Background: an optimization exercise with open tools, aiming at small area and a short achievable clock period. Do not read the settings as production practice. Only simulation tests tie the RTL to the original design; equivalence was not proved. Power figures rest on the tool's default switching activity, not on a simulated workload.

**flow/design.v**
```verilog
module pwroff_engine (
    input  wire        clk,
    input  wire        rst_n,         
    input  wire [31:0] base,
    input  wire [31:0] tick_rate,
    input  wire        trig_valid,
    input  wire [7:0]  trig_reason,
    output wire        ret_valid,
    output wire        ret_handled,
    input  wire        ret_ready,
    output wire        bus_valid,
    output wire        bus_write,
    output wire [31:0] bus_addr,
    output wire [7:0]  bus_wdata,
    input  wire        bus_ready,
    input  wire [7:0]  bus_rdata,
    output wire        slp_valid,
    output wire [6:0]  slp_units,
    input  wire        slp_ready,
    output wire        diag_valid,
    output wire [7:0]  diag_code,
    output wire [31:0] diag_data,
    input  wire        diag_ready,
    output wire [31:0] status
);
    localparam [3:0] S_IDLE         = 4'd0;
    localparam [3:0] S_CFG          = 4'd1;
    localparam [3:0] S_TX_POLL      = 4'd2;
    localparam [3:0] S_TX_WRITE     = 4'd3;
    localparam [3:0] S_RX_POLL      = 4'd4;
    localparam [3:0] S_RX_SLEEP     = 4'd5;
    localparam [3:0] S_RX_DATA      = 4'd6;
    localparam [3:0] S_DIAG_SHORT   = 4'd7;
    localparam [3:0] S_SETTLE_FLUSH = 4'd8;
    localparam [3:0] S_DIAG_CSUM    = 4'd9;
    localparam [3:0] S_DIAG_NAK     = 4'd10;
    localparam [3:0] S_POST_OK      = 4'd11;
    localparam [3:0] S_DIAG_EXH     = 4'd12;
    localparam [3:0] S_EXH_SLEEP    = 4'd13;
    localparam [3:0] S_RETURN       = 4'd14;
    localparam [3:0] S_DONE         = 4'd15;
    reg  [3:0]  st;
    reg         vbus, vslp, vdiag, vret;     
    reg         hs;          
    reg         lsr;         
    reg         flt;         
    reg         cfgd;        
    reg  [1:0]  cmd;
    reg  [1:0]  att;
    reg  [5:0]  res;         
    reg         fm;          
    reg  [5:0]  cnt;         
    reg  [3:0]  k;           
    reg  [7:0]  acc;
    reg  [31:0] R;
    reg  [29:0] A;
    wire s_idle   = (st == S_IDLE);
    wire s_cfg    = (st == S_CFG);
    wire s_txp    = (st == S_TX_POLL);
    wire s_txw    = (st == S_TX_WRITE);
    wire s_rxp    = (st == S_RX_POLL);
    wire s_rxd    = (st == S_RX_DATA);
    wire s_done   = (st == S_DONE);
    wire s_ret    = (st == S_RETURN);
    wire st_bus  = s_cfg || s_txp || s_txw || s_rxp || s_rxd;
    wire st_slp  = (st == S_RX_SLEEP) || (st == S_SETTLE_FLUSH) ||
                   (st == S_POST_OK) || (st == S_EXH_SLEEP);
    wire st_diag = (st == S_DIAG_SHORT) || (st == S_DIAG_CSUM) ||
                   (st == S_DIAG_NAK) || (st == S_DIAG_EXH);
    wire pend = vbus || vslp || vdiag || vret;
    wire fire = (vbus && bus_ready) || (vslp && slp_ready) ||
                (vdiag && diag_ready) || (vret && ret_ready);
    assign bus_valid   = vbus;
    assign slp_valid   = vslp;
    assign diag_valid  = vdiag;
    assign ret_valid   = vret;
    assign ret_handled = st[3] && !st[0];          
    assign bus_write = st[0];                        
    assign bus_addr  = {A, 2'b00};
    assign bus_wdata = R[31:24];
    wire   u1   = !st[3];                            
    wire   u10  = st[3] && st[0];                    
    wire   u100 = st[3] && !st[0];                   
    assign slp_units = {u100, u100, 1'b0, u10, u100, u10, u1};
    assign diag_code = {5'd0, st[3] && st[2], st[3] && !st[2], st[1]};
    assign diag_data = R;
    wire [2:0] cfg_j = cnt[2:0] | {3{cfgd}};
    assign status = {flt, 6'd0, flt, 4'b0000, res, 2'b00, att, cmd, 1'b0, cfg_j, st};
    reg [2:0] idx;
    always @(*) begin
        if (s_cfg)
            case (cnt[2:0])
                3'd0: idx = 3'd3;        
                3'd1: idx = 3'd0;        
                3'd2: idx = 3'd1;        
                3'd3: idx = 3'd3;        
                3'd4: idx = 3'd1;        
                3'd5: idx = 3'd2;        
                default: idx = 3'd4;     
            endcase
        else if (s_txp || s_rxp)
            idx = 3'd5;                  
        else
            idx = 3'd0;                  
    end
    wire [3:0]  lo = {1'b0, base[4:2]} + {1'b0, idx};
    wire [26:0] hb = base[31:5];
    reg  [3:0]  pb;              
    always @(posedge clk)
        pb <= {&hb[23:0], &hb[17:0], &hb[11:0], &hb[5:0]};
    wire [26:0] hc;
    genvar n;
    generate
        for (n = 0; n < 27; n = n + 1) begin : g_hc
            localparam integer J = n / 6;        
            localparam integer S = J * 6;        
            wire in_blk, below;
            if (n == S) begin : g_first
                assign in_blk = 1'b1;
            end else begin : g_rest
                assign in_blk = &hb[n-1:S];
            end
            if (J == 0) begin : g_b0
                assign below = 1'b1;
            end else begin : g_bj
                assign below = pb[J-1];
            end
            assign hc[n] = lo[3] && below && in_blk;
        end
    endgenerate
    always @(posedge clk)
        A <= {hb ^ hc, lo[2:0]};
    wire       dividing = s_cfg && fm;
    wire [8:0] sum  = {1'b0, acc} + {1'b0, dividing ? 8'd181 : R[7:0]};   
    wire       ge   = sum[8];                                
    wire [15:0] xh = tick_rate[31:16];
    wire [3:0]  xl = tick_rate[15:12];
    wire       tbit = cnt[4] ? xl[~cnt[1:0]] : xh[~cnt[3:0]];
    reg [7:0] txb;
    always @(*) begin
        if (fm)
            txb = 8'hFF;
        else
            case ({cmd, cnt[1:0]})
                4'b0000: txb = 8'h01;
                4'b0001: txb = 8'h35;
                4'b0010: txb = 8'h00;
                4'b0011: txb = 8'hCA;
                4'b0100: txb = 8'h00;
                4'b0101: txb = 8'h0C;
                4'b0110: txb = 8'hF4;
                4'b1000: txb = 8'h00;
                4'b1001: txb = 8'h06;
                default: txb = 8'hFA;
            endcase
    end
    reg [7:0] inb;
    always @(*) begin
        case (st)
            S_CFG:
                case (cnt[2:0])
                    3'd0: inb = 8'h83;
                    3'd1, 3'd2: inb = sum[7:0];
                    3'd3: inb = 8'h1B;
                    3'd5: inb = 8'h07;
                    default: inb = 8'h00;
                endcase
            S_TX_WRITE:   inb = txb;
            S_DIAG_SHORT: inb = !(k[1] || k[0]) ? {6'd0, cnt[1:0]} : 8'h00;
            S_DIAG_EXH:   inb = !(k[1] || k[0]) ? {6'd0, cmd} : 8'h00;
            S_DIAG_NAK:   inb = 8'h00;
            default:      inb = R[7:0];
        endcase
    end
    wire [7:0] ack1   = (cmd == 2'd0) ? 8'h35 : ((cmd == 2'd1) ? 8'h0C : 8'h06);
    wire       ack_ok = (R[7:0] == 8'h01) && (R[15:8] == ack1) && (R[23:16] == 8'h00);
    wire [5:0] cnt1   = cnt + 6'd1;
    wire       c39    = cnt[5] && cnt[2] && cnt[1] && cnt[0];     
    wire       c20    = cnt[4] && cnt[2];                         
    wire       clt4   = !(cnt[5] || cnt[4] || cnt[3] || cnt[2]);
    wire       k10    = k[3] && k[0];                             
    wire       last   = fm ? c39 : (cnt[1:0] == ((cmd == 2'd0) ? 2'd3 : 2'd2));
    wire       reason_ok = (trig_reason == 8'h01) || (trig_reason == 8'h02);
    wire       prep = !pend && !hs;
    reg [3:0] st_n;
    reg       go, flt_n, fm_n, cfgd_n, ret_nh;
    reg [1:0] cmd_n, att_n;
    reg [5:0] res_n;
    reg [5:0] cnt_n;
    reg [3:0] k_n;
    reg [7:0] acc_n;
    reg       r_top, r_sh, r_q;    
    reg       done, fail;
    always @(*) begin
        st_n   = st;
        go     = 1'b0;
        ret_nh = 1'b0;
        flt_n  = flt;
        fm_n   = fm;
        cfgd_n = cfgd;
        cmd_n  = cmd;
        att_n  = att;
        res_n  = res;
        cnt_n  = cnt;
        k_n    = k;
        acc_n  = acc;
        r_top  = 1'b0;
        r_sh   = 1'b0;
        r_q    = 1'b0;
        done   = 1'b0;
        fail   = 1'b0;
        if ((s_idle || s_done) && trig_valid && !flt) begin
            if (!reason_ok) begin
                ret_nh = 1'b1;
            end else if (s_done) begin
                flt_n = 1'b1;
            end else begin
                st_n = S_CFG;
                fm_n = 1'b1;
            end
        end
        if (s_idle)
            cnt_n = 6'd0;
        if (s_idle || (hs && (s_rxp || s_rxd)))
            acc_n = 8'd0;
        if (fire && s_ret)
            st_n = S_DONE;
        if (hs) begin
            case (st)
                S_CFG: begin
                    cnt_n = cnt1;
                    r_sh  = (cnt[2:0] == 3'd1);          
                    if (cnt[2:0] == 3'd6) begin
                        cfgd_n = 1'b1;
                        cmd_n  = 2'd0;
                        att_n  = 2'd1;
                        fm_n   = 1'b0;
                        cnt_n  = 6'd0;
                        st_n   = S_TX_POLL;
                    end
                end
                S_TX_POLL:
                    if (lsr) st_n = S_TX_WRITE;
                S_TX_WRITE: begin
                    cnt_n = cnt1;
                    if (!last) begin
                        st_n = S_TX_POLL;
                    end else if (fm) begin
                        st_n = S_SETTLE_FLUSH;
                    end else begin
                        cnt_n = 6'd0;
                        k_n   = 4'd0;
                        st_n  = S_RX_POLL;
                    end
                end
                S_RX_POLL:
                    if (lsr) st_n = S_RX_DATA;
                    else if (!k10) st_n = S_RX_SLEEP;
                    else done = 1'b1;
                S_RX_SLEEP: begin
                    k_n  = k + 4'd1;
                    st_n = S_RX_POLL;
                end
                S_RX_DATA: begin
                    cnt_n = cnt1;
                    k_n   = 4'd0;
                    st_n  = S_RX_POLL;
                    done  = c39;
                end
                S_DIAG_SHORT: begin
                    fm_n  = 1'b1;
                    cnt_n = 6'd0;
                    st_n  = S_TX_POLL;
                end
                S_SETTLE_FLUSH: begin
                    cnt_n = 6'd0;
                    k_n   = 4'd0;
                    st_n  = S_RX_POLL;
                end
                S_DIAG_CSUM: begin
                    k_n  = 4'd0;
                    st_n = S_DIAG_NAK;
                end
                S_DIAG_NAK:
                    fail = 1'b1;
                S_POST_OK, S_EXH_SLEEP: begin
                    case (cmd)
                        2'd0:    res_n[1:0] = {st[2], !st[2]};
                        2'd1:    res_n[3:2] = {st[2], !st[2]};
                        default: res_n[5:4] = {st[2], !st[2]};
                    endcase
                    if (cmd != 2'd2) begin
                        cmd_n = cmd + 2'd1;
                        att_n = 2'd1;
                        fm_n  = 1'b0;
                        cnt_n = 6'd0;
                        st_n  = S_TX_POLL;
                    end else begin
                        st_n = S_RETURN;
                    end
                end
                S_DIAG_EXH:
                    st_n = S_EXH_SLEEP;
                default: ;
            endcase
            if (done) begin
                k_n = 4'd0;
                if (fm) begin
                    fail = 1'b1;
                end else if (clt4) begin
                    st_n = S_DIAG_SHORT;
                end else begin
                    st_n  = S_DIAG_CSUM;
                end
            end
            if (fail) begin
                if (att != 2'd3) begin
                    att_n = att + 2'd1;
                    fm_n  = 1'b0;
                    cnt_n = 6'd0;
                    st_n  = S_TX_POLL;
                end else begin
                    st_n = S_DIAG_EXH;
                end
            end
        end else if (!pend) begin
            case (st)
                S_IDLE, S_DONE: ;
                S_CFG:
                    if (fm && !c20) begin
                        acc_n = {ge ? sum[6:0] : acc[6:0], tbit};
                        cnt_n = cnt1;
                        r_q   = 1'b1;
                    end else begin
                        if (fm || cnt[0])
                            acc_n = {7'd0, sum[8]};
                        if (fm) begin
                            fm_n  = 1'b0;
                            cnt_n = 6'd0;
                        end else begin
                            r_top = 1'b1;
                            go    = 1'b1;
                        end
                    end
                S_TX_WRITE: begin
                    r_top = 1'b1;
                    go    = 1'b1;
                end
                S_RX_DATA: begin
                    r_sh = clt4;
                    go   = 1'b1;
                end
                S_DIAG_SHORT, S_DIAG_NAK, S_DIAG_EXH: begin
                    r_sh = 1'b1;
                    k_n  = k + 4'd1;
                    go   = k[1] && k[0];             
                end
                S_DIAG_CSUM:
                    if (!k[2]) begin                 
                        r_sh  = 1'b1;
                        acc_n = sum[7:0];
                        k_n   = k + 4'd1;
                    end else if (acc != 8'h00) begin
                        go = 1'b1;
                    end else if (ack_ok) begin
                        st_n = S_POST_OK;
                    end else begin
                        k_n  = 4'd0;
                        st_n = S_DIAG_NAK;
                    end
                default:
                    go = 1'b1;
            endcase
        end
    end
    wire cap = vbus && bus_ready && s_rxd && clt4;
    always @(posedge clk) begin
        if (cap)
            R[31:24] <= bus_rdata;
        else if (r_top || r_sh)
            R[31:24] <= inb;
        if (r_sh)
            R[23:0] <= R[31:8];
        else if (r_q)
            R[15:0] <= {R[14:0], ge};
    end
    always @(posedge clk) begin
        lsr <= s_txp ? bus_rdata[5] : bus_rdata[0];
        hs  <= fire;
        cnt[5:3] <= cnt_n[5:3];
        fm  <= fm_n;
        k   <= k_n;
        acc <= acc_n;
        if (!rst_n) begin
            st    <= S_IDLE;
            vbus  <= 1'b0;
            vslp  <= 1'b0;
            vdiag <= 1'b0;
            vret  <= 1'b0;
            flt   <= 1'b0;
            cfgd  <= 1'b0;
            cmd   <= 2'd0;
            att   <= 2'd0;
            res   <= 6'd0;
            cnt[2:0] <= 3'd0;         
        end else begin
            st    <= st_n;
            vbus  <= vbus ? !bus_ready : (go && st_bus);
            vslp  <= vslp ? !slp_ready : (go && st_slp);
            vdiag <= vdiag ? !diag_ready : (go && st_diag);
            vret  <= vret ? !ret_ready : ((go && s_ret) || ret_nh);
            flt   <= flt_n;
            cfgd  <= cfgd_n;
            cmd   <= cmd_n;
            att   <= att_n;
            res   <= res_n;
            cnt[2:0] <= cnt_n[2:0];
        end
    end
endmodule
```
**flow/flow/run.sh**
```bash
#!/bin/bash
# The standard layout (standard.sh) with:
#  - the standard synthesis script, its ABC step given an area script;
#  - the synthesis buffers removed at floorplan;
#  - small port buffers;
#  - timing repair after CTS aiming past the clock period (setup margin).
set -euo pipefail
W=$PWD
{ head -n 1 synth_recipe.tcl; cat flow/abc_override.tcl; tail -n +2 synth_recipe.tcl; } > synth_area.tcl
export AREA_ABC_SCRIPT=$W/flow/area.abc
bash standard.sh \
  SYNTH_SCRIPT=$W/synth_area.tcl \
  REMOVE_ABC_BUFFERS=1 \
  "BUFFER_PORTS_ARGS=-buffer_cell sky130_fd_sc_hd__buf_1" \
  SETUP_SLACK_MARGIN=14.6 \
  MATCH_CELL_FOOTPRINT=0 \
  SKIP_REPAIR_TIE_FANOUT=1 \
  CTS_BUF_LIST=sky130_fd_sc_hd__clkbuf_8 \
  finish > standard.log 2>&1
```
**flow/flow/abc_override.tcl**
```tcl
# Map the logic with an area-oriented ABC script (flow/area.abc) in place of
# the speed script; every other argument (liberty, dont_use cells, delay
# target) is kept. The flip-flops are mapped before ABC runs, so they are the
# standard synthesis's.
proc abc {args} {
  set i [lsearch -exact $args -script]
  if { $i >= 0 } {
    set args [lreplace $args $i [expr {$i + 1}] -script $::env(AREA_ABC_SCRIPT)]
  }
  yosys abc {*}$args
}
```
**flow/flow/area.abc**
```
&get -n
&st
&dch
&nf -R 1000
&put
```
**flow/standard.sh**
```bash
#!/bin/bash
# synth_recipe.tcl (not shown) runs the flow's synth.tcl, then flattens the netlist and writes it again
# the make line also repeats each setting of config.mk as NAME=value (left out here)
make -C /OpenROAD-flow-scripts/flow DESIGN_CONFIG=/design/flow/config.mk WORK_HOME=/design/flow/orfs CLKGATE_MAP_FILE= SYNTH_SCRIPT=/design/flow/synth_recipe.tcl "${@:-finish}"
```
**flow/config.mk**
```make
export PLATFORM = sky130hd
export DESIGN_NAME = pwroff_engine
export DESIGN_NICKNAME = pwroff_engine
export VERILOG_FILES = /design/flow/design.v
export SDC_FILE = /design/flow/constraint.sdc
export NUM_CORES = 4
export LEC_CHECK = 0
export CAP_MARGIN = 20
export CORE_MARGIN = 2
export CORE_UTILIZATION = 40
export SLEW_MARGIN = 20
```
**flow/constraint.sdc**
```tcl
create_clock -name core_clock -period 20.0 [get_ports {clk}]
set_input_delay 4.0000 -clock core_clock [delete_from_list [all_inputs] [get_ports {clk}]]
set_output_delay 4.0000 -clock core_clock [all_outputs]
set_load 0.01 [all_outputs]
```
==> results.toml, run 1 <==
[place]
gp_congestion = 0.9317
post-dp-hpwl_um = 13610
place_area_mm2 = 0.006877
port_buffers = 176

[die]
core_area_mm2 = 0.01520
die_h_um = 128.9
row_count = 45
die_area_mm2 = 0.01661
start_util_pct = 41.05
die_w_um = 128.9
ioPinCount = 212

[yosys]
synthAdderAreaFrac_pct = 6.256
synth_top_area_cell = "dfxtp_1"
postSynthAreaPerCell_um2 = 8.901
synth-xor-area-share_pct = 4.351
synth_cell_types = 56
yosys_warnings = 1
synthMuxAreaShare_pct = 4.973
synth.area.top_cells = "dfxtp_1 23%, edfxtp_1 17%, ha_1 5.6%, a21oi_1 5.1%, nand2_1 4.9%"
synth_top_area_share_pct = 22.78
synth_most_common_cell = "nand2_1"
async_flop_share_pct = 0
synth-edff-count = 36
netlist_instances = 701
synthSimpleGateAreaFrac_pct = 18.87
synth_top_family_by_area = "compound AO/OA/AOI/OAI gates"
ys_ff_latch = 107
synth_ff_type = "dfxtp_1"
syn-cell-area_mm2 = 0.006240
seq_area_frac_synth_pct = 40.10
synth_compound_area_share_pct = 19.07
synthTopCellsByCount = "82 x nand2_1, 71 x dfxtp_1, 63 x a21oi_1"

[clocking]
clk_latency_ps = 400
clock-root-buffer = "clkbuf_8"
cts_buffer_depth = 2
cts_buffers = 9
hold_buffers = 0
htree_levels = 3
cts_tree = "built"
cts.sinks = 107
path_clk_slew_ps = 120

[sta]
tns_ps = 0
period_share_pct = 26.86
hold_violations = 0
slew-limit-headroom_pct = 32.42
whs_ps = 453.5
layout_min_cycle_time_ps = 5371
setup_viol = 0
maxSlewViolCount = 0
rsz0062_at_grt = "true"
tightest_slew_ps = 1014
clock_skew_ps = 12.20
max_freq_mhz = 186.2

[power]
p_leak_nw = 2.611
vdd_ir_drop_max_mv = 0.04644
cellPowerDensity_mw_per_mm2 = 63.07

[routing]
num_vias = 5876
first_iter_violations = 605
routed_wl_um = 17850
vias_per_cell = 5.591
drc = 0
ant_nets = 0
routedWlPerCell_um = 16.99
dr.pass1.iters = 5

[grt]
grt_usage_pct = 21.96
gr-total-overflow = 0
grtUsageMet3_pct = 6.071
met2_usage_pct = 35.33
grt_pass1_vias = 5522
grt_pass1_wl_um = 28640
grt_max_degree = 30
antenna_found_initial = 0
grt.busiest_layer = "met2"
grt_use_met1_pct = 29.02

[setup_path]
r2r_cells = 17
cp_slowest_cell = "dfxtp_4"
path_class = "register to output pin"
crit_chain = "clkinv_1, nand2_2, clkinv_1, buf_1"
cp_num_cells = 4
cp-end-kind = "output pin"
crit_path_max_fanout = 5
path_delay_family = "buffers and inverters"
cpMostUsedCell = "clkinv_1"
cpPeakStageDelay_ps = 370
arrival_ps = 1370
crit_buf_inv = 3
start_kind = "register"
worstPathRequired_ps = 16000

[finish]
nFillCells = 1540
layout.nets = 975
drive_above_1_share_pct = 5.794
antenna_cells = 0
area_growth_pct = 15.14
area.sequential_mm2 = 0.002516
fin_area_mm2 = 0.007184
multiInputGateArea_mm2 = 0.003406

[worst_hold_path]
holdPathStages = 2
min_path_type = "register to register"

[status]
status = "complete, no violations"

[job]
drv_cap = 0
per-layer routing:
layer	share of wire, %	vias to the layer above
met4	2.0	0
met5	0	-
met3	7.3	24
met1	45	2767
li1	-	2849
met2	46	236
area by class of cell:
| class | instances | share of cell area, % |
|---|---|---|
| Inverter | 27 | 1.463 |
| Multi-Input combinational cell | 528 | 47.41 |
| Sequential cell | 107 | 35.02 |
| Timing Repair Buffer | 185 | 10.14 |
| Clock inverter | 6 | 0.7837 |
| Clock buffer | 10 | 1.916 |
| Tap cell | 188 | 3.274 |
tightest hold or removal path, cell delays in order (launching register included):
cell	delay, ps
dfxtp_1	330
clkinv_1	40
a21oi_1	40
metrics by stage:
stage	utilization (%)	cells	power, W	worst slack (ps)
after floorplan	-	662	0.0002929	14350
after global placement	45.23	1029	0.0003228	14030
after detailed placement	45.23	1029	0.0003225	14050
after CTS	46.83	1047	0.0004565	14470
after global routing	47.26	1051	0.0004781	14550
final	47.26	1051	0.0004531	14630
worst paths after layout:
kind                             start  slack, ps      endpoint
worst min register to register  res[1]        450        res[1]
worst max register to register   st[0]      15710        acc[0]
worst max-delay path             st[2]      14630  diag_code[1]
worst min-delay path            res[1]        450        res[1]
kinds of logic (layout without fill, tap and decap cells):
kind of cell	after synthesis	in the layout
AND/OR/NAND/NOR	247	247
adder cells (fa/ha/maj)	30	30
flip-flops	107	107
buffers and inverters	66	228
other	1	1
multiplexers	23	23
AO/OA/AOI/OAI	196	196
XOR/XNOR	31	31
report_power, final:
| part | switching [W] | total, W | internal (W) | leakage (nW) |
|---|---|---|---|---|
| logic | 0.0000475 | 0.0000747 | 0.0000272 | 1.60 |
| clock network | 0.0000820 | 0.000133 | 0.0000514 | 0.0969 |
| registers | 0.0000114 | 0.000245 | 0.000234 | 0.912 |
| total | 0.000141 | 0.000453 | 0.000312 | 2.61 |
flip-flops by register name, indices dropped and copies added (netlist names):
signal / flops
vslp: 1
acc: 8
att: 2
A: 30
vret: 1
st: 4
k: 4
vbus: 1
res: 6
cmd: 2
fm: 1
R: 32
lsr: 1
vdiag: 1
pb: 4
flt: 1
cnt: 6
cfgd: 1
hs: 1
cell usage in the layout, fill, tap and decap left out, types with 13 or more instances in the layout:
cell type | Yosys | layout
mux2_1 | 14 | 14
nand2_1 | 82 | 79
nor3_1 | 15 | 13
dfxtp_1 | 71 | 64
nor2b_1 | 14 | 13
edfxtp_1 | 36 | 36
nand3_1 | 21 | 21
a21oi_1 | 63 | 61
buf_1 | 0 | 176
nor2_1 | 56 | 55
o21ai_0 | 52 | 52
ha_1 | 28 | 28
xor2_1 | 19 | 19
clkinv_1 | 27 | 26
what timing repair did:
action	in CTS	in global routing
gates resized for setup	14	7
buffers inserted	2	4
endpoints found under the setup margin	13	21
pin swaps	1	6
gates cloned	0	0
==> run 2, diff against run 1 <==
--- a/flow/flow/run.sh
+++ b/flow/flow/run.sh
@@ -17,2 +17,3 @@
   SKIP_REPAIR_TIE_FANOUT=1 \
+  GPL_TIMING_DRIVEN=1 \
   CTS_BUF_LIST=sky130_fd_sc_hd__clkbuf_8 \
==> run 2 against run 1 <==
  * Design area unchanged
  * Routed wire length stayed put
  * Flip-flop and latch count stayed put
  * Via count stayed put
  * Synthesized cell count is the same
  * Utilization is the same
  * Worst hold slack stayed put
==> results.toml, run 2 <==
[status]
status = "complete, no violations"

[yosys]
netlist_instances = 701
synth.area.top_cells = "dfxtp_1 23%, edfxtp_1 17%, ha_1 5.6%, a21oi_1 5.1%, nand2_1 4.9%"
postSynthAreaPerCell_um2 = 8.901
async_flop_share_pct = 0
synth-edff-count = 36
synth_top_area_cell = "dfxtp_1"
syn-cell-area_mm2 = 0.006240
synthTopCellsByCount = "82 x nand2_1, 71 x dfxtp_1, 63 x a21oi_1"
seq_area_frac_synth_pct = 40.10
yosys_warnings = 1
ys_ff_latch = 107
synth_ff_type = "dfxtp_1"
synth_most_common_cell = "nand2_1"
synth_cell_types = 56
synth_top_area_share_pct = 22.78

[sta]
slew-limit-headroom_pct = 32.42
tightest_slew_ps = 1014
whs_ps = 453.5
hold_violations = 0
setup_viol = 0
tns_ps = 0
rsz0062_at_grt = "true"
maxSlewViolCount = 0
layout_min_cycle_time_ps = 5371
period_share_pct = 26.86
clock_skew_ps = 12.20
max_freq_mhz = 186.2

[power]
cellPowerDensity_mw_per_mm2 = 63.07
p_leak_nw = 2.611
p_sw_w = 0.0001409
swShare_pct = 31.09
seq_power_share_pct = 54.1
vdd_ir_drop_max_mv = 0.04644
internal_power_w = 0.0003123
combPwrFrac_pct = 16.5
clkPwrFrac_pct = 29.4

[setup_path]
cp_num_cells = 4
cpPeakStageDelay_ps = 370
worstPathRequired_ps = 16000
cp-end-kind = "output pin"
cpMostUsedCell = "clkinv_1"
path_class = "register to output pin"
crit_buf_inv = 3
arrival_ps = 1370
path_delay_family = "buffers and inverters"
start_kind = "register"
r2r_cells = 17
crit_path_max_fanout = 5
crit_chain = "clkinv_1, nand2_2, clkinv_1, buf_1"
cp_slowest_cell = "dfxtp_4"

[routing]
routedWlPerCell_um = 16.99
routed_wl_um = 17850
first_iter_violations = 605
drc = 0
dr.pass1.iters = 5
ant_nets = 0
vias_per_cell = 5.591
num_vias = 5876

[clocking]
cts_tree = "built"
path_clk_slew_ps = 120
htree_levels = 3
cts.sinks = 107
clock-root-buffer = "clkbuf_8"
clk_latency_ps = 400
cts_buffers = 9
hold_buffers = 0
cts_buffer_depth = 2

[place]
place_inst = 1029
post-dp-hpwl_um = 13610
gp_congestion = 0.9317
port_buffers = 176

[finish]
drive_above_1_share_pct = 5.794
layout.nets = 975
final_cell_mix = "176 x buf_1, 79 x nand2_1, 64 x dfxtp_1"
area_growth_pct = 15.14
final_cell_count_no_fill = 1051
regMostFlops = "R"
mostFrequentLayoutCell = "buf_1"
multiInputGateArea_mm2 = 0.003406
area.sequential_mm2 = 0.002516
antenna_cells = 0
largest_reg_flops = 32
nFillCells = 1540
reg_top3 = "R x32, A x30, acc x8"

[grt]
grt_pass1_wl_um = 28640
gr-total-overflow = 0
antenna_found_initial = 0
grt_usage_pct = 21.96
grt_max_degree = 30
grt_pass1_vias = 5522

[die]
core_area_mm2 = 0.01520
die_h_um = 128.9
row_count = 45
ioPinCount = 212
die_area_mm2 = 0.01661
die_w_um = 128.9
start_util_pct = 41.05

[worst_hold_path]
holdPathStages = 2
min_path_type = "register to register"

[job]
drv_cap = 0
run 2: layout make-up:
type | count | area share, %
Clock buffer | 10 | 1.916
Clock inverter | 6 | 0.7837
Inverter | 27 | 1.463
Multi-Input combinational cell | 528 | 47.41
Sequential cell | 107 | 35.02
Tap cell | 188 | 3.274
Timing Repair Buffer | 185 | 10.14
run 2: per-layer routing:
layer  vias to the layer above  GRT usage [%]  part of all wire [%]
li1                       2849              -                     -
met1                      2767          29.02                    45
met2                       236          35.33                    46
met3                        24          6.071                   7.3
met4                         0          6.330                   2.0
met5                         -              0                     0
run 2: worst paths after layout:
check,from,endpoint,slack (ps)
worst max-delay path,st[2],diag_code[1],14630
worst min-delay path,res[1],res[1],450
worst max register to register,st[0],acc[0],15710
worst min register to register,res[1],res[1],450
run 2: timing repair:
item	in CTS	in global routing
endpoints found under the setup margin	13	21
resized for setup	14	7
setup buffers	2	4
pin swaps	1	6
run 2: kinds of logic after synthesis:
family | after synthesis | synth area share [%]
buffers and inverters | 66 | 6.316
AOI/OAI and AO/OA | 196 | 19.07
and+or+nand+nor | 247 | 18.87
adders and majority gates | 30 | 6.256
xor gates and xnor gates | 31 | 4.351
muxes | 23 | 4.973
DFF | 107 | 40.10
other | 1 | 0.06010
run 2: through the flow:
stage	total power [W]	worst slack, ps	utilization, %	instance area (um2)
after floorplan	0.0002929	14350	-	5947
after detailed placement	0.0003225	14050	45.23	6877
after global placement	0.0003228	14030	45.23	6877
after CTS	0.0004565	14470	46.83	7119
after global routing	0.0004781	14550	47.26	7184
final	0.0004531	14630	47.26	7184
run 2: worst min-delay path, stage by stage (launching register included):
cell      delay [ps]
dfxtp_1          330
clkinv_1          40
a21oi_1           40
run 2: power by group through the flow:
stage	Clock, W	Sequential, W	Combinational, W
after floorplan	0	0.000252	0.0000414
after global placement	0	0.000250	0.0000724
after detailed placement	0	0.000250	0.0000722
after CTS	0.000138	0.000246	0.0000731
after global routing	0.000147	0.000247	0.0000841
final	0.000133	0.000245	0.0000747
==> run 3, diff against run 2 <==
--- a/flow/flow/run.sh
+++ b/flow/flow/run.sh
@@ -17,3 +17,3 @@
   SKIP_REPAIR_TIE_FANOUT=1 \
-  GPL_TIMING_DRIVEN=1 \
+  CORE_UTILIZATION=65 \
   CTS_BUF_LIST=sky130_fd_sc_hd__clkbuf_8 \
==> run 3 against run 2 <==
  * Still clean on timing, DRC and antenna
  * Clock skew is 4.0 ps lower
  * Design area down 1.2%
  * Power up 1.3%
  * Combinational power up 2%
  * Non-clock buffer count is 1 higher
  * Fmax is 0.60% lower
  * Largest cell class unchanged
==> results.toml, run 3 <==
[status]
status = "complete, no violations"

[routing]
ant_nets = 0
first_iter_violations = 397
routed_wl_um = 18410
vias_per_cell = 6.116
drc = 0
dr.pass1.iters = 4
routedWlPerCell_um = 18.54
num_vias = 6073

[die]
die_area_mm2 = 0.01040
start_util_pct = 67.21
ioPinCount = 212
die_w_um = 102.0
die_h_um = 102.0
core_area_mm2 = 0.009284
row_count = 35

[setup_path]
crit_chain = "buf_1, or4_1, a211oi_2, nor2b_4, a311o_1, o32a_1, nor3_2, a21oi_1, o21a_1"
path_class = "input port to register"
r2r-start = "st[1]"
cp-end-kind = "register"
r2r_slack_ps = 15510
cpPeakStageDelay_ps = 540
start_kind = "input port"
arrival_ps = 5740
startpoint = "trig_reason[5]"
crit_path_max_fanout = 3
cp_slowest_cell = "or4_1"
worstPathRequired_ps = 20330

[finish]
reg_top3 = "R x32, A x30, acc x8"
fin_util_pct = 76.46
layout.nets = 976
mostFrequentLayoutCell = "buf_1"
fin_area_mm2 = 0.007098
drive_above_1_share_pct = 5.671
area_growth_pct = 13.76
nFillCells = 711
final_cell_mix = "176 x buf_1, 80 x nand2_1, 65 x dfxtp_1"
antenna_cells = 0
largest_reg_flops = 32
regMostFlops = "R"

[sta]
setup_viol = 0
clock_skew_ps = 8.178
rsz0062_at_grt = "true"
tns_ps = 0
maxSlewViolCount = 0
period_share_pct = 27.02
whs_ps = 449.9
layout_min_cycle_time_ps = 5403
max_freq_mhz = 185.1
hold_violations = 0
slew-limit-headroom_pct = 26.79
tightest_slew_ps = 1090

[yosys]
synth_ff_type = "dfxtp_1"
async_flop_share_pct = 0
synthTopCellsByCount = "82 x nand2_1, 71 x dfxtp_1, 63 x a21oi_1"
seq_area_frac_synth_pct = 40.10
synth_top_area_cell = "dfxtp_1"
synth.area.top_cells = "dfxtp_1 23%, edfxtp_1 17%, ha_1 5.6%, a21oi_1 5.1%, nand2_1 4.9%"
synth_most_common_cell = "nand2_1"
netlist_instances = 701
syn-cell-area_mm2 = 0.006240
synth-edff-count = 36
postSynthAreaPerCell_um2 = 8.901
ys_ff_latch = 107
synth_cell_types = 56
yosys_warnings = 1
synth_top_area_share_pct = 22.78

[clocking]
cts_buffer_depth = 2
path_clk_slew_ps = 110
cts.sinks = 107
cts_buffers = 9
clock-root-buffer = "clkbuf_8"
htree_levels = 3
clk_latency_ps = 380
cts_tree = "built"

[power]
combPwrFrac_pct = 16.7
swShare_pct = 31.26
seq_power_share_pct = 53.5
internal_power_w = 0.0003155
cellPowerDensity_mw_per_mm2 = 64.67
p_sw_w = 0.0001435
p_leak_nw = 2.620
clkPwrFrac_pct = 29.8
vdd_ir_drop_max_mv = 0.06548

[worst_hold_path]
min_from = "res[5]"
min_path_type = "register to register"

[grt]
antenna_found_initial = 0
grt_pass1_wl_um = 28060
grt_max_degree = 30
grt_pass1_vias = 5767
gr-total-overflow = 0
grt_usage_pct = 34.58

[job]
drv_cap = 0

[place]
place_area_mm2 = 0.006805
gp_congestion = 0.9649
post-dp-hpwl_um = 13840
port_buffers = 176
==> run 3: worst paths after layout <==
path,depth (start not counted),endpoint
setup / recovery,9,st[0]
hold / removal,2,res[5]
setup reg to reg,18,acc[0]
hold reg to reg,2,res[5]
==> run 3: power groups by stage <==
| stage | sequential [W] | combinational [W] | clock [W] |
|---|---|---|---|
| 2_1_floorplan | 0.000252 | 0.0000414 | 0 |
| 3_3_place_gp | 0.000250 | 0.0000699 | 0 |
| 3_5_place_dp | 0.000250 | 0.0000724 | 0 |
| 4_1_cts | 0.000245 | 0.0000731 | 0.000136 |
| 5_1_grt | 0.000247 | 0.0000847 | 0.000143 |
| 6_report | 0.000246 | 0.0000765 | 0.000137 |
==> run 3: logic make-up after synthesis <==
group | Yosys count | share of synthesized area [%]
AO/OA/AOI/OAI | 196 | 19.07
multiplexers | 23 | 4.973
AND/OR/NAND/NOR | 247 | 18.87
adder cells (fa/ha/maj) | 30 | 6.256
flip-flops | 107 | 40.10
XOR/XNOR | 31 | 4.351
other | 1 | 0.06010
buffers and inverters | 66 | 6.316
==> run 3: final cells by class <==
class	instances	area, um2	area share (%)
timing repair buffer	186	733.2	10.33
sequential	107	2515	35.43
clock buffer	9	123.9	1.745
tap	129	161.4	2.274
inverter	27	105.1	1.481
multi-input combinational	528	3386	47.70
clock inverter	7	73.82	1.040
==> run 3: routing by layer <==
metal  up-vias  part of all wire (%)  global-route usage (%)
met1      2829                    38                   41.44
met3        43                   7.9                   6.908
met4         0                   2.8                   14.05
li1       2852                     -                       -
met5         -                     0                       0
met2       349                    51                   60.88
==> run 3: critical path, delay by kind of cell <==
family | cells | cell delay [ps]
simple gates | 3 | 790
buf+inv | 1 | 60
compound gates | 5 | 880
==> run 3: what timing repair did <==
action / CTS / global route
setup buffers: 1 / 5
pin swaps: 2 / 3
endpoints found under the setup margin: 13 / 11
hold buffers: 0 / 0
gates resized for setup: 13 / 7
==> run 3: stage by stage <==
step           worst slack, ps  cells  power [W]
6_report                 14600    993  0.0004590
5_1_grt                  14480    993  0.0004749
3_5_place_dp             14040    971  0.0003227
2_1_floorplan            14350    662  0.0002929
4_1_cts                  14560    988  0.0004545
3_3_place_gp             14030    971  0.0003200
==> run 4, diff against run 3 <==
--- a/flow/design.v
+++ b/flow/design.v
@@ -46,3 +46,2 @@
     reg         flt;         
-    reg         cfgd;        
     reg  [1:0]  cmd;
@@ -86,3 +85,3 @@
     assign diag_data = R;
-    wire [2:0] cfg_j = cnt[2:0] | {3{cfgd}};
+    wire [2:0] cfg_j = cnt[2:0] | {3{att[1] || att[0]}};
     assign status = {flt, 6'd0, flt, 4'b0000, res, 2'b00, att, cmd, 1'b0, cfg_j, st};
@@ -185,3 +184,3 @@
     reg [3:0] st_n;
-    reg       go, flt_n, fm_n, cfgd_n, ret_nh;
+    reg       go, flt_n, fm_n, ret_nh;
     reg [1:0] cmd_n, att_n;
@@ -199,3 +198,2 @@
         fm_n   = fm;
-        cfgd_n = cfgd;
         cmd_n  = cmd;
@@ -233,3 +231,2 @@
                     if (cnt[2:0] == 3'd6) begin
-                        cfgd_n = 1'b1;
                         cmd_n  = 2'd0;
@@ -400,3 +397,2 @@
             flt   <= 1'b0;
-            cfgd  <= 1'b0;
             cmd   <= 2'd0;
@@ -412,3 +408,2 @@
             flt   <= flt_n;
-            cfgd  <= cfgd_n;
             cmd   <= cmd_n;
--- a/flow/flow/run.sh
+++ b/flow/flow/run.sh
@@ -17,3 +17,2 @@
   SKIP_REPAIR_TIE_FANOUT=1 \
-  CORE_UTILIZATION=65 \
   CTS_BUF_LIST=sky130_fd_sc_hd__clkbuf_8 \
==> run 4 against run 3 <==
  * Still clean on timing, DRC and antenna
  * Non-clock buffer count rose by 1
  * Clock-buffer cell count did not move
  * Flip-flop and latch count fell by 1
  * Clock power rose by 7%
  * Die area rose by 60%
  * Critical path type is now register to output pin
  * Critical endpoint is now status[6]
==> results.toml, run 4 <==
[status]
status = "complete, no violations"

[clocking]
clock-root-buffer = "clkbuf_8"
cts.sinks = 106
htree_levels = 3
cts_buffer_depth = 2
cts_buffers = 9
path_clk_slew_ps = 110
cts_tree = "built"
clk_latency_ps = 390

[power]
internal_power_w = 0.0003514
cellPowerDensity_mw_per_mm2 = 75.80
combPwrFrac_pct = 25.6
p_sw_w = 0.0001939
vdd_ir_drop_max_mv = 0.04119
clkPwrFrac_pct = 26.9
p_leak_nw = 2.597
seq_power_share_pct = 47.5
swShare_pct = 35.56

[yosys]
synth_most_common_cell = "nand2_1"
synth-edff-count = 36
synth_cell_types = 55
synth_top_area_share_pct = 22.49
synth-xor-area-share_pct = 4.357
synthTopCellsByCount = "83 x nand2_1, 70 x a21oi_1, 70 x dfxtp_1"
synthMuxAreaShare_pct = 4.859
synth_ff_type = "dfxtp_1"
syn-cell-area_mm2 = 0.006231
postSynthAreaPerCell_um2 = 8.813
synth.area.top_cells = "dfxtp_1 22%, edfxtp_1 17%, ha_1 5.8%, a21oi_1 5.6%, o21ai_0 5.1%"
synthAdderAreaFrac_pct = 6.466
netlist_instances = 707
async_flop_share_pct = 0
synth_top_family_by_area = "simple AND/OR/NAND/NOR gates"
synthSimpleGateAreaFrac_pct = 19.74
synth_compound_area_share_pct = 18.59
seq_area_frac_synth_pct = 39.84
synth_top_area_cell = "dfxtp_1"
yosys_warnings = 1
ys_ff_latch = 106

[finish]
area_growth_pct = 15.44
final_cell_mix = "175 x buf_1, 82 x nand2_1, 69 x a21oi_1"
antenna_cells = 0
area.sequential_mm2 = 0.002506
reg_top3 = "R x32, A x30, acc x8"
drive_above_1_share_pct = 6.085
multiInputGateArea_mm2 = 0.003400
layout.nets = 984
nFillCells = 1554
largest_reg_flops = 32
regMostFlops = "R"
mostFrequentLayoutCell = "buf_1"
fin_util_pct = 47.32
fin_area_mm2 = 0.007193

[grt]
gr-total-overflow = 0
grt_use_met1_pct = 29.44
met2_usage_pct = 34.83
grt_usage_pct = 21.46
antenna_found_initial = 0
grtUsageMet3_pct = 2.994
grt_pass1_vias = 5388
grt.busiest_layer = "met2"
grt_pass1_wl_um = 27880
grt_max_degree = 33

[place]
post-dp-hpwl_um = 13720
gp_congestion = 0.9371
place_area_mm2 = 0.006868
port_buffers = 176

[sta]
max_freq_mhz = 188.2
rsz0062_at_grt = "true"
slew-limit-headroom_pct = 31.36
setup_viol = 0
tightest_slew_ps = 1030
layout_min_cycle_time_ps = 5314
tns_ps = 0
maxSlewViolCount = 0
hold_violations = 0
period_share_pct = 26.57
clock_skew_ps = 10.33

[die]
die_area_mm2 = 0.01659
die_h_um = 128.8
die_w_um = 128.8
row_count = 45
ioPinCount = 212
start_util_pct = 40.99
core_area_mm2 = 0.01520

[routing]
drc = 0
first_iter_violations = 663
dr.pass1.iters = 6
ant_nets = 0
routed_wl_um = 18160
num_vias = 5919
vias_per_cell = 5.589
routedWlPerCell_um = 17.15

[worst_hold_path]
min_path_type = "register to register"

[setup_path]
worstPathRequired_ps = 16000
path_class = "register to output pin"
arrival_ps = 1310
cp-end-kind = "output pin"
start_kind = "register"
crit_path_max_fanout = 15

[job]
drv_cap = 0
[run 4: cell types whose count changed after synthesis, sizes merged, moves of 3 or more]
| cell | previous run | this run |
|---|---|---|
| nor4 | 10 | 7 |
| nor2 | 56 | 50 |
| o21ai | 52 | 64 |
| a221oi | 4 | 0 |
| nor3 | 15 | 18 |
| a21oi | 63 | 70 |
| nand3 | 21 | 28 |
| a21o | 11 | 5 |
| mux2i | 4 | 1 |
| and2 | 9 | 12 |
| o211ai | 5 | 1 |
| nand4 | 5 | 8 |
| clkinv | 27 | 23 |
[run 4: cell type report]
class	count	area share (%)
Tap cell	188	3.270
Sequential cell	106	34.84
Clock buffer	9	1.722
Clock inverter	7	1.252
Multi-Input combinational cell	539	47.26
Inverter	23	1.305
Timing Repair Buffer	187	10.35
[run 4: metal layers]
layer  wire length (um)  part of all wire [%]
met5                  0                     0
met4                363                   2.0
met3               1316                   7.2
met2               8479                    47
met1               8001                    44
[run 4: power groups by stage]
stage          clock (W)  combinational [W]  sequential [W]
2_1_floorplan          0          0.0000819        0.000265
3_3_place_gp           0           0.000135        0.000264
3_5_place_dp           0           0.000134        0.000264
4_1_cts         0.000151           0.000135        0.000259
5_1_grt         0.000159           0.000155        0.000261
6_report        0.000147           0.000139        0.000259
[run 4: logic make-up after synthesis]
group                    after synthesis
buffers and inverters                 62
XOR/XNOR                              31
other                                  1
flip-flops                           106
AND/OR/NAND/NOR                      256
AO/OA/AOI/OAI                        199
multiplexers                          21
adder cells (fa/ha/maj)               31
[run 4: final timing paths]
check         start         to  slack [ps]  cells after the start
max reg2reg   st[2]     acc[0]       15800                     17
min reg2reg  res[1]     res[1]         450                      2
max          cnt[2]  status[6]       14690                      3
min          res[1]     res[1]         450                      2
[run 4: repair_timing]
action,CTS,global route
hold endpoints to repair,0,0
hold buffers,0,0
setup endpoints to repair,12,17
resized for setup,15,9
buffers inserted,0,7
pin swaps,0,0
[run 4: critical path: stages, from the launching register on]
cell and delay [ps]:
dfxtp_4 470, clkinvlp_4 210, nand2_1 90, buf_1 150
[run 4: metrics by stage]
step / hold WS (ps) / total power [W] / cells / setup WS (ps)
floorplan: 461.0 / 0.0003468 / 668 / 14510
global placement: 431.8 / 0.0003985 / 1036 / 14270
detailed placement: 436.2 / 0.0003985 / 1036 / 14240
CTS: 453.8 / 0.0005453 / 1052 / 14600
global route: 476.5 / 0.0005756 / 1059 / 14570
finish: 449.8 / 0.0005453 / 1059 / 14690
==> run 5, diff against run 4 <==
--- a/flow/flow/run.sh
+++ b/flow/flow/run.sh
@@ -17,3 +17,3 @@
   SKIP_REPAIR_TIE_FANOUT=1 \
-  CTS_BUF_LIST=sky130_fd_sc_hd__clkbuf_8 \
+  "CTS_BUF_LIST=sky130_fd_sc_hd__clkbuf_4 sky130_fd_sc_hd__clkbuf_8" \
   finish > standard.log 2>&1
==> run 5 against run 4 <==
  * Clock skew unchanged
  * Clock power about the same
  * Largest cell class unchanged
  * Largest power group unchanged
  * Utilization unchanged
==> results.toml, run 5 <==
[status]
status = "complete, no violations"

[job]
drv_cap = 0

[sta]
slew-limit-headroom_pct = 31.36
clock_skew_ps = 10.33
rsz0062_at_grt = "true"
setup_viol = 0
max_freq_mhz = 188.2
hold_violations = 0
whs_ps = 449.8
period_share_pct = 26.57
tightest_slew_ps = 1030
tns_ps = 0
layout_min_cycle_time_ps = 5314
maxSlewViolCount = 0

[routing]
dr.pass1.iters = 6
first_iter_violations = 663
drc = 0
num_vias = 5919
routedWlPerCell_um = 17.15
routed_wl_um = 18160
vias_per_cell = 5.589
ant_nets = 0

[grt]
grt_pass1_wl_um = 27880
grt_usage_pct = 21.46
antenna_found_initial = 0
grt_max_degree = 33
gr-total-overflow = 0
grt_pass1_vias = 5388

[finish]
largest_reg_flops = 32
mostFrequentLayoutCell = "buf_1"
area_growth_pct = 15.44
nFillCells = 1554
reg_top3 = "R x32, A x30, acc x8"
layout.nets = 984
regMostFlops = "R"
final_cell_mix = "175 x buf_1, 82 x nand2_1, 69 x a21oi_1"
final_cell_count_no_fill = 1059
antenna_cells = 0
drive_above_1_share_pct = 6.085

[setup_path]
cpPeakStageDelay_ps = 470
startpoint = "cnt[2]"
crit_end = "status[6]"
path_class = "register to output pin"
start_kind = "register"
r2r_cells = 17
worstPathRequired_ps = 16000
crit_path_max_fanout = 15
crit_chain = "clkinvlp_4, nand2_1, buf_1"
reg2reg_to = "acc[0]"
cp_slowest_cell = "dfxtp_4"
arrival_ps = 1310
r2r-start = "st[2]"
cp-end-kind = "output pin"
r2r_slack_ps = 15800

[yosys]
async_flop_share_pct = 0
synthSimpleGateAreaFrac_pct = 19.74
synthAdderAreaFrac_pct = 6.466
synth.area.top_cells = "dfxtp_1 22%, edfxtp_1 17%, ha_1 5.8%, a21oi_1 5.6%, o21ai_0 5.1%"
synth-edff-count = 36
synth-xor-area-share_pct = 4.357
synthMuxAreaShare_pct = 4.859
synth_ff_type = "dfxtp_1"
synth_compound_area_share_pct = 18.59
ys_ff_latch = 106
syn-cell-area_mm2 = 0.006231
synth_top_area_share_pct = 22.49
yosys_warnings = 1
netlist_instances = 707
postSynthAreaPerCell_um2 = 8.813
synth_cell_types = 55
synthTopCellsByCount = "83 x nand2_1, 70 x a21oi_1, 70 x dfxtp_1"
seq_area_frac_synth_pct = 39.84
synth_most_common_cell = "nand2_1"
synth_top_family_by_area = "simple AND/OR/NAND/NOR gates"
synth_top_area_cell = "dfxtp_1"

[die]
ioPinCount = 212
die_area_mm2 = 0.01659
start_util_pct = 40.99
die_h_um = 128.8
row_count = 45
core_area_mm2 = 0.01520
die_w_um = 128.8

[clocking]
hold_buffers = 0
cts_tree = "built"
cts_buffers = 9
cts_buffer_depth = 2
cts.sinks = 106
clock-root-buffer = "clkbuf_8"
htree_levels = 3
clk_latency_ps = 390
path_clk_slew_ps = 110

[power]
vdd_ir_drop_max_mv = 0.04119
cellPowerDensity_mw_per_mm2 = 75.80
p_leak_nw = 2.597
power_w = 0.0005453

[place]
gp_congestion = 0.9371
place_inst = 1036
post-dp-hpwl_um = 13720
port_buffers = 176

[worst_hold_path]
min_path_type = "register to register"
[run 5: cell type report]
cell class	count	area, um2	share of cell area, %
clock buffer	9	123.9	1.722
sequential	106	2506	34.84
timing repair buffer	187	744.5	10.35
clock inverter	7	90.09	1.252
tap	188	235.2	3.270
multi-input combinational	539	3400	47.26
inverter	23	93.84	1.305
[run 5: repair_timing]
item / in CTS / in global routing
setup endpoints to repair: 12 / 17
gates resized for setup: 15 / 9
buffers inserted: 0 / 7
gates cloned: 0 / 0
[run 5: how the worst min path moves through the flow]
stage           start     end  slack (ps)  cells past startpoint
6_report       res[1]  res[1]         450                      2
4_1_cts        res[5]  res[5]         450                      2
3_3_place_gp   res[5]  res[5]         430                      2
3_5_place_dp   res[1]  res[1]         440                      2
2_1_floorplan  res[1]  res[1]         460                      2
5_1_grt        res[5]  res[5]         480                      2
[run 5: metal layers]
layer	vias to the layer above	track usage (%)	wire length, um
met5	-	0	0
met4	0	7.417	363
met3	41	2.994	1316
met2	280	34.83	8479
met1	2722	29.44	8001
li1	2876	-	-
[run 5: through the flow]
step	worst slack, ps	util, %	area, um2
finish	14690	47.32	7193
global route	14570	47.32	7193
CTS	14600	46.79	7113
detailed placement	14240	45.18	6868
global placement	14270	45.18	6868
floorplan	14510	-	5938
[run 5: cell families after synthesis]
kind of cell | after synthesis
compound gates | 199
xor+xnor | 31
fa+ha+maj | 31
buf+inv | 62
flops | 106
mux | 21
other cells | 1
simple gates | 256
[run 5: report_power, final]
group          internal, W  total [W]  switching (W)
Combinational    0.0000503   0.000139      0.0000892
Clock            0.0000613   0.000147      0.0000852
Sequential        0.000240   0.000259      0.0000195
Total             0.000351   0.000545       0.000194
[run 5: worst max-delay path: cells and delay by family (launching register included)]
family	cells	cell delay (ps)
buffers and inverters	2	360
flip-flops	1	470
AND/OR/NAND/NOR	1	90
==> run 6, diff against run 5 <==
--- a/flow/flow/run.sh
+++ b/flow/flow/run.sh
@@ -17,3 +17,4 @@
   SKIP_REPAIR_TIE_FANOUT=1 \
-  "CTS_BUF_LIST=sky130_fd_sc_hd__clkbuf_4 sky130_fd_sc_hd__clkbuf_8" \
+  POST_GLOBAL_ROUTE_TCL=$W/flow/post_grt.tcl \
+  CTS_BUF_LIST=sky130_fd_sc_hd__clkbuf_8 \
   finish > standard.log 2>&1
==> flow/flow/post_grt.tcl (new file) <==
# After global routing: downsize gates that have slack to spare beyond the
# setup margin (area recovery), then repair slew and capacitance again.
log_cmd global_route -start_incremental
log_cmd repair_timing -recover_power 100 -setup_margin $::env(SETUP_SLACK_MARGIN) -verbose
log_cmd repair_design -verbose
detailed_placement
log_cmd global_route -end_incremental
log_cmd estimate_parasitics -global_routing
report_worst_slack
==> run 6 against run 5 <==
  * Still clean on timing, DRC and antenna
  * Design area fell by 0.71%
  * Sequential power barely moved
  * Die area did not move
  * Global-route usage did not move
  * Non-clock buffer count did not move
  * Sequential share of layout area barely moved
  * Critical path type unchanged
  * Largest cell class unchanged
  * Highest routed layer unchanged
==> results.toml, run 6 <==
[routing]
dr.pass1.iters = 6
routed_wl_um = 18120
drc = 0
vias_per_cell = 5.658
num_vias = 5992
routedWlPerCell_um = 17.11
ant_nets = 0
first_iter_violations = 626

[place]
post-dp-hpwl_um = 13720
port_buffers = 176
place_area_mm2 = 0.006868
gp_congestion = 0.9371
place_inst = 1036

[die]
core_area_mm2 = 0.01520
die_h_um = 128.8
die_area_mm2 = 0.01659
die_w_um = 128.8
start_util_pct = 40.99
row_count = 45
ioPinCount = 212

[clocking]
cts_tree = "built"
path_clk_slew_ps = 110
clk_latency_ps = 390
htree_levels = 3
cts_buffer_depth = 2
cts_buffers = 9
clock-root-buffer = "clkbuf_8"
cts.sinks = 106
cts-resized-gates = 15
post_cts_buffers = 0
hold_buffers = 0

[yosys]
synth_ff_type = "dfxtp_1"
synth_top_area_share_pct = 22.49
ys_ff_latch = 106
synth-edff-count = 36
seq_area_frac_synth_pct = 39.84
synth_most_common_cell = "nand2_1"
synthTopCellsByCount = "83 x nand2_1, 70 x a21oi_1, 70 x dfxtp_1"
synth.area.top_cells = "dfxtp_1 22%, edfxtp_1 17%, ha_1 5.8%, a21oi_1 5.6%, o21ai_0 5.1%"
syn-cell-area_mm2 = 0.006231
synth_top_area_cell = "dfxtp_1"
netlist_instances = 707
synth_cell_types = 55
async_flop_share_pct = 0
postSynthAreaPerCell_um2 = 8.813
yosys_warnings = 1

[finish]
drive_above_1_share_pct = 4.248
regMostFlops = "R"
reg_top3 = "R x32, A x30, acc x8"
multiInputGateArea_mm2 = 0.003377
layout.nets = 984
fin_area_mm2 = 0.007142
antenna_cells = 0
area_growth_pct = 14.62
area.sequential_mm2 = 0.002490
fin_util_pct = 46.98
final_cell_mix = "174 x buf_1, 83 x nand2_1, 70 x a21oi_1"
final_cell_count_no_fill = 1059
mostFrequentLayoutCell = "buf_1"
largest_reg_flops = 32
nFillCells = 1574

[grt]
grt_usage_pct = 21.46
grt_pass1_vias = 5388
met2_usage_pct = 34.83
grt.busiest_layer = "met2"
antenna_found_initial = 0
grt_use_met1_pct = 29.44
grtUsageMet3_pct = 2.994
grt_pass1_wl_um = 27880
gr-total-overflow = 0
grt_max_degree = 33

[setup_path]
worstPathRequired_ps = 16000
path_delay_family = "flip-flops"
start_kind = "register"
cp_slowest_cell = "dfxtp_1"
crit_buf_inv = 2
crit_path_max_fanout = 11
cp-end-kind = "output pin"
path_class = "register to output pin"
arrival_ps = 1710
cpPeakStageDelay_ps = 730
crit_chain = "clkinvlp_2, nand2_1, buf_1"

[power]
vdd_ir_drop_max_mv = 0.04118
p_leak_nw = 2.583
cellPowerDensity_mw_per_mm2 = 76.07

[sta]
setup_viol = 0
hold_violations = 0
tns_ps = 0
layout_min_cycle_time_ps = 5714
period_share_pct = 28.57
max_freq_mhz = 175.0
clock_skew_ps = 12.67
tightest_slew_ps = 1033
maxSlewViolCount = 0
slew-limit-headroom_pct = 31.14

[status]
status = "complete, no violations"

[worst_hold_path]
min_path_type = "register to register"

[job]
drv_cap = 0
run 6: changes by cell type in the layout (fill, tap and decap cells not counted), moves of 3 or more:
cell | before | now
dfxtp_4 | 5 | 2
dfxtp_2 | 4 | 0
buf_4 | 11 | 8
clkbuf_1 | 0 | 3
dfxtp_1 | 61 | 68
run 6: cell families (layout without fill, tap and decap cells):
logic type | Yosys count | after routing | share of synthesized area (%)
AND/OR/NAND/NOR | 256 | 256 | 19.74
buffers and inverters | 62 | 226 | 6.084
other | 1 | 1 | 0.06018
XOR/XNOR | 31 | 31 | 4.357
flip-flops | 106 | 106 | 39.84
adder cells (fa/ha/maj) | 31 | 31 | 6.466
AO/OA/AOI/OAI | 199 | 199 | 18.59
multiplexers | 21 | 21 | 4.859
run 6: power breakdown:
group | internal [W] | switching (W)
sequential | 0.000240 | 0.0000191
clock | 0.0000614 | 0.0000856
combinational | 0.0000492 | 0.0000884
run 6: worst register-to-register path: stages, from the launching register on:
cell	delay [ps]
dfxtp_1	710
nand2b_1	210
nor3_1	250
nand2_1	270
and2_0	320
fa_1	410
nand3_1	90
nand2_1	90
a21oi_1	180
o21bai_1	110
a21o_1	190
a21oi_1	810
o21ai_0	210
nand3_1	130
o21ai_0	80
a21oi_1	130
o22ai_1	90
run 6: layout make-up:
cell class                      instances  share of cell area (%)
Inverter                               23                   1.279
Timing Repair Buffer                  187                   10.28
Sequential cell                       106                   34.86
Clock inverter                          7                   1.261
Multi-Input combinational cell        539                   47.28
Tap cell                              188                   3.294
Clock buffer                            9                   1.734
run 6: path summary, 6_finish.rpt:
kind               start         to  slack [ps]  cells after the start
hold reg to reg   res[1]     res[1]         450                      2
hold / removal    res[1]     res[1]         450                      2
setup reg to reg   st[0]     acc[0]       15610                     16
setup / recovery  cnt[0]  status[4]       14290                      3
run 6: layer usage:
layer	routed length (um)	share of wire (%)	vias up
met3	1320	7.3	29
met4	363	2.0	0
li1	-	-	2882
met5	0	0	-
met2	8514	47	279
met1	7922	44	2802
run 6: per-stage QoR:
step           setup WS [ps]  power (W)  hold WS [ps]
2_1_floorplan          14510  0.0003468         461.0
3_3_place_gp           14270  0.0003985         431.8
3_5_place_dp           14240  0.0003985         436.2
4_1_cts                14600  0.0005453         453.8
6_report               14290  0.0005433         449.6
==> run 7, diff against run 6 <==
==> flow/flow/run.sh (replaced) <==
#!/bin/bash
# The standard layout (standard.sh), with these changes:
#  - synthesis: the standard flow's synthesis script, its ABC step given an area-oriented
#    script (flow/abc_override.tcl, flow/area.abc); flip-flops are mapped
#    before ABC, so the registers are the standard synthesis's;
#  - the synthesis buffers are removed at floorplan;
#  - every port gets a buf_1 buffer;
#  - one tie cell drives all constant outputs;
#  - timing repair after CTS and global routing aims past the clock period
#    (setup margin 14.6 ns), with resizing free to change cell footprints;
#  - CTS builds the clock tree from clkbuf_8 cells.
# ORFS writes each step's log under orfs/logs; make's output goes to
# standard.log.
set -euo pipefail
W=$PWD
{ head -n 1 synth_recipe.tcl; cat flow/abc_override.tcl; tail -n +2 synth_recipe.tcl; } > synth_area.tcl
export AREA_ABC_SCRIPT=$W/flow/area.abc
bash standard.sh \
  SYNTH_SCRIPT=$W/synth_area.tcl \
  REMOVE_ABC_BUFFERS=1 \
  "BUFFER_PORTS_ARGS=-buffer_cell sky130_fd_sc_hd__buf_1" \
  SKIP_REPAIR_TIE_FANOUT=1 \
  SETUP_SLACK_MARGIN=14.6 \
  MATCH_CELL_FOOTPRINT=0 \
  CTS_BUF_LIST=sky130_fd_sc_hd__clkbuf_8 \
  finish > standard.log 2>&1
removed: flow/flow/post_grt.tcl
==> run 7 against run 6 <==
  * Still clean
  * Synthesized cell count unchanged
  * Die area unchanged
  * Largest power group unchanged
  * Flip-flop and latch count is the same
  * Final cell count is the same
  * Worst hold slack is essentially flat
  * Global-route usage is the same
  * Fmax rose by 7.5%
==> results.toml, run 7 <==
[routing]
routed-wl-met2_um = 8479
routedWlPerCell_um = 17.15
met3_length_um = 1316
dr.pass1.iters = 6
first_iter_violations = 663
topRoutingLayerUsed = "met4"
num_vias = 5919
ant_nets = 0
routed_wl_um = 18160
vias_per_cell = 5.589
drc = 0
met1_length_um = 8001

[grt]
grt_max_degree = 33
grt_usage_pct = 21.46
antenna_found_initial = 0
gr-total-overflow = 0
grt_pass1_vias = 5388
grt_pass1_wl_um = 27880

[yosys]
seq_area_frac_synth_pct = 39.84
yosys_warnings = 1
ys_ff_latch = 106
async_flop_share_pct = 0
netlist_instances = 707
syn-cell-area_mm2 = 0.006231
synth-edff-count = 36
synth.area.top_cells = "dfxtp_1 22%, edfxtp_1 17%, ha_1 5.8%, a21oi_1 5.6%, o21ai_0 5.1%"
synth_most_common_cell = "nand2_1"
postSynthAreaPerCell_um2 = 8.813
synth_top_area_cell = "dfxtp_1"
synth_top_area_share_pct = 22.49
synth_cell_types = 55
synth_ff_type = "dfxtp_1"
synthTopCellsByCount = "83 x nand2_1, 70 x a21oi_1, 70 x dfxtp_1"

[finish]
final_cell_mix = "175 x buf_1, 82 x nand2_1, 69 x a21oi_1"
drive_above_1_share_pct = 6.085
reg_top3 = "R x32, A x30, acc x8"
nFillCells = 1554
layout.nets = 984
regMostFlops = "R"
area_growth_pct = 15.44
mostFrequentLayoutCell = "buf_1"
antenna_cells = 0
largest_reg_flops = 32

[clocking]
cts.sinks = 106
clk_latency_ps = 390
cts_buffers = 9
cts_tree = "built"
cts_buffer_depth = 2
hold_buffers = 0
htree_levels = 3
clock-root-buffer = "clkbuf_8"
path_clk_slew_ps = 110

[setup_path]
r2r_slack_ps = 15800
r2r-start = "st[2]"
path_class = "register to output pin"
start_kind = "register"
reg2reg_to = "acc[0]"
arrival_ps = 1310
r2r_cells = 17
crit_path_max_fanout = 15
cp-end-kind = "output pin"
worstPathRequired_ps = 16000

[power]
vdd_ir_drop_max_mv = 0.04119
cellPowerDensity_mw_per_mm2 = 75.80
p_leak_nw = 2.597

[worst_hold_path]
min_to = "res[1]"
min_path_type = "register to register"
min_from = "res[1]"
holdPathStages = 2

[status]
status = "complete, no violations"

[die]
core_area_mm2 = 0.01520
die_area_mm2 = 0.01659
row_count = 45
start_util_pct = 40.99
die_w_um = 128.8
ioPinCount = 212
die_h_um = 128.8

[place]
post-dp-hpwl_um = 13720
port_buffers = 176
gp_congestion = 0.9371

[sta]
period_share_pct = 26.57
whs_ps = 449.8
rsz0062_at_grt = "true"
maxSlewViolCount = 0
setup_viol = 0
layout_min_cycle_time_ps = 5314
max_freq_mhz = 188.2
tightest_slew_ps = 1030
hold_violations = 0
tns_ps = 0
slew-limit-headroom_pct = 31.36
clock_skew_ps = 10.33

[job]
drv_cap = 0
[run 7: critical path: stages (launching register included)]
cell        delay [ps]
dfxtp_4            470
clkinvlp_4         210
nand2_1             90
buf_1              150
[run 7: layer usage]
layer	vias to the layer above	global-route usage [%]
met1	2722	29.44
met2	280	34.83
met3	41	2.994
met5	-	0
li1	2876	-
met4	0	7.417
[run 7: power by group]
part           internal, W  switching, W
Clock            0.0000613     0.0000852
Sequential        0.000240     0.0000195
Combinational    0.0000503     0.0000892
[run 7: cells by family (layout without fill, tap and decap cells)]
logic type      count (synthesis)  count (layout)  share of synthesized area, %
simple gates                  256             256                         19.74
compound gates                199             199                         18.59
flops                         106             106                         39.84
buf+inv                        62             226                         6.084
fa+ha+maj                      31              31                         6.466
xor+xnor                       31              31                         4.357
mux                            21              21                         4.859
other cells                     1               1                       0.06018
[run 7: worst max path at each step]
stage | start | end | depth (start not counted)
after detailed placement | base[4] | A[20] | 9
after floorplan | tick_rate[20] | acc[0] | 8
after global placement | base[4] | A[14] | 9
after CTS | cnt[0] | status[4] | 3
final | cnt[2] | status[6] | 3
after global routing | trig_reason[1] | st[0] | 10
[run 7: cell type report]
type	instances	area, um2	share of cell area, %
Multi-Input combinational cell	539	3400	47.26
Sequential cell	106	2506	34.84
Clock buffer	9	123.9	1.722
Clock inverter	7	90.09	1.252
Inverter	23	93.84	1.305
Tap cell	188	235.2	3.270
Timing Repair Buffer	187	744.5	10.35
[run 7: timing repair]
action,4_1_cts,5_1_grt
hold endpoints to repair,0,0
gates resized for setup,15,9
endpoints found under the setup margin,12,17
setup buffers,0,7
[run 7: stage by stage]
step	utilization [%]	area, um2	setup WS, ps	power, W	instances
3_3_place_gp	45.18	6868	14270	0.0003985	1036
4_1_cts	46.79	7113	14600	0.0005453	1052
6_report	47.32	7193	14690	0.0005453	1059
5_1_grt	47.32	7193	14570	0.0005756	1059
2_1_floorplan	-	5938	14510	0.0003468	668
3_5_place_dp	45.18	6868	14240	0.0003985	1036

==> what the ideal ports hide <==
In the flow no input, the clock included, has a driving cell. The finished layouts below were timed again as built, in two steps.
Step 1 (the two cells are an assumption about what drives the block):
set clk [get_ports {clk}]
set_driving_cell -lib_cell sky130_fd_sc_hd__clkbuf_16 $clk
set_driving_cell -lib_cell sky130_fd_sc_hd__buf_2 [delete_from_list [all_inputs] $clk]
Step 2, shift: input delay + t, output delay - t, t = (earliest + latest rising clock arrival at the registers) / 2. This alone moves slack from input paths to output paths.
Three values: no drivers, after step 1, after step 2; two values: the first two.
run | t, ns | setup WS [ns] | worst slew at a driven data input, ns
run 1 | 0.426 | 14.629 / 14.591 / 14.240 | 0.04
run 2 | 0.426 | 14.629 / 14.591 / 14.240 | 0.04
run 3 | 0.411 | 14.596 / 14.608 / 14.197 | 0.06
run 4 | 0.424 | 14.686 / 14.650 / 14.301 | 0.05
run 5 | 0.424 | 14.686 / 14.650 / 14.301 | 0.05
run 6 | 0.425 | 14.287 / 14.250 / 14.237 | 0.05
run 7 | 0.424 | 14.686 / 14.650 / 14.301 | 0.05
After both steps setup and hold are still met in every run listed. For run 3, which loses most, drivers alone change the setup slack by +0.012 ns; drivers and shift together by -0.399 ns.
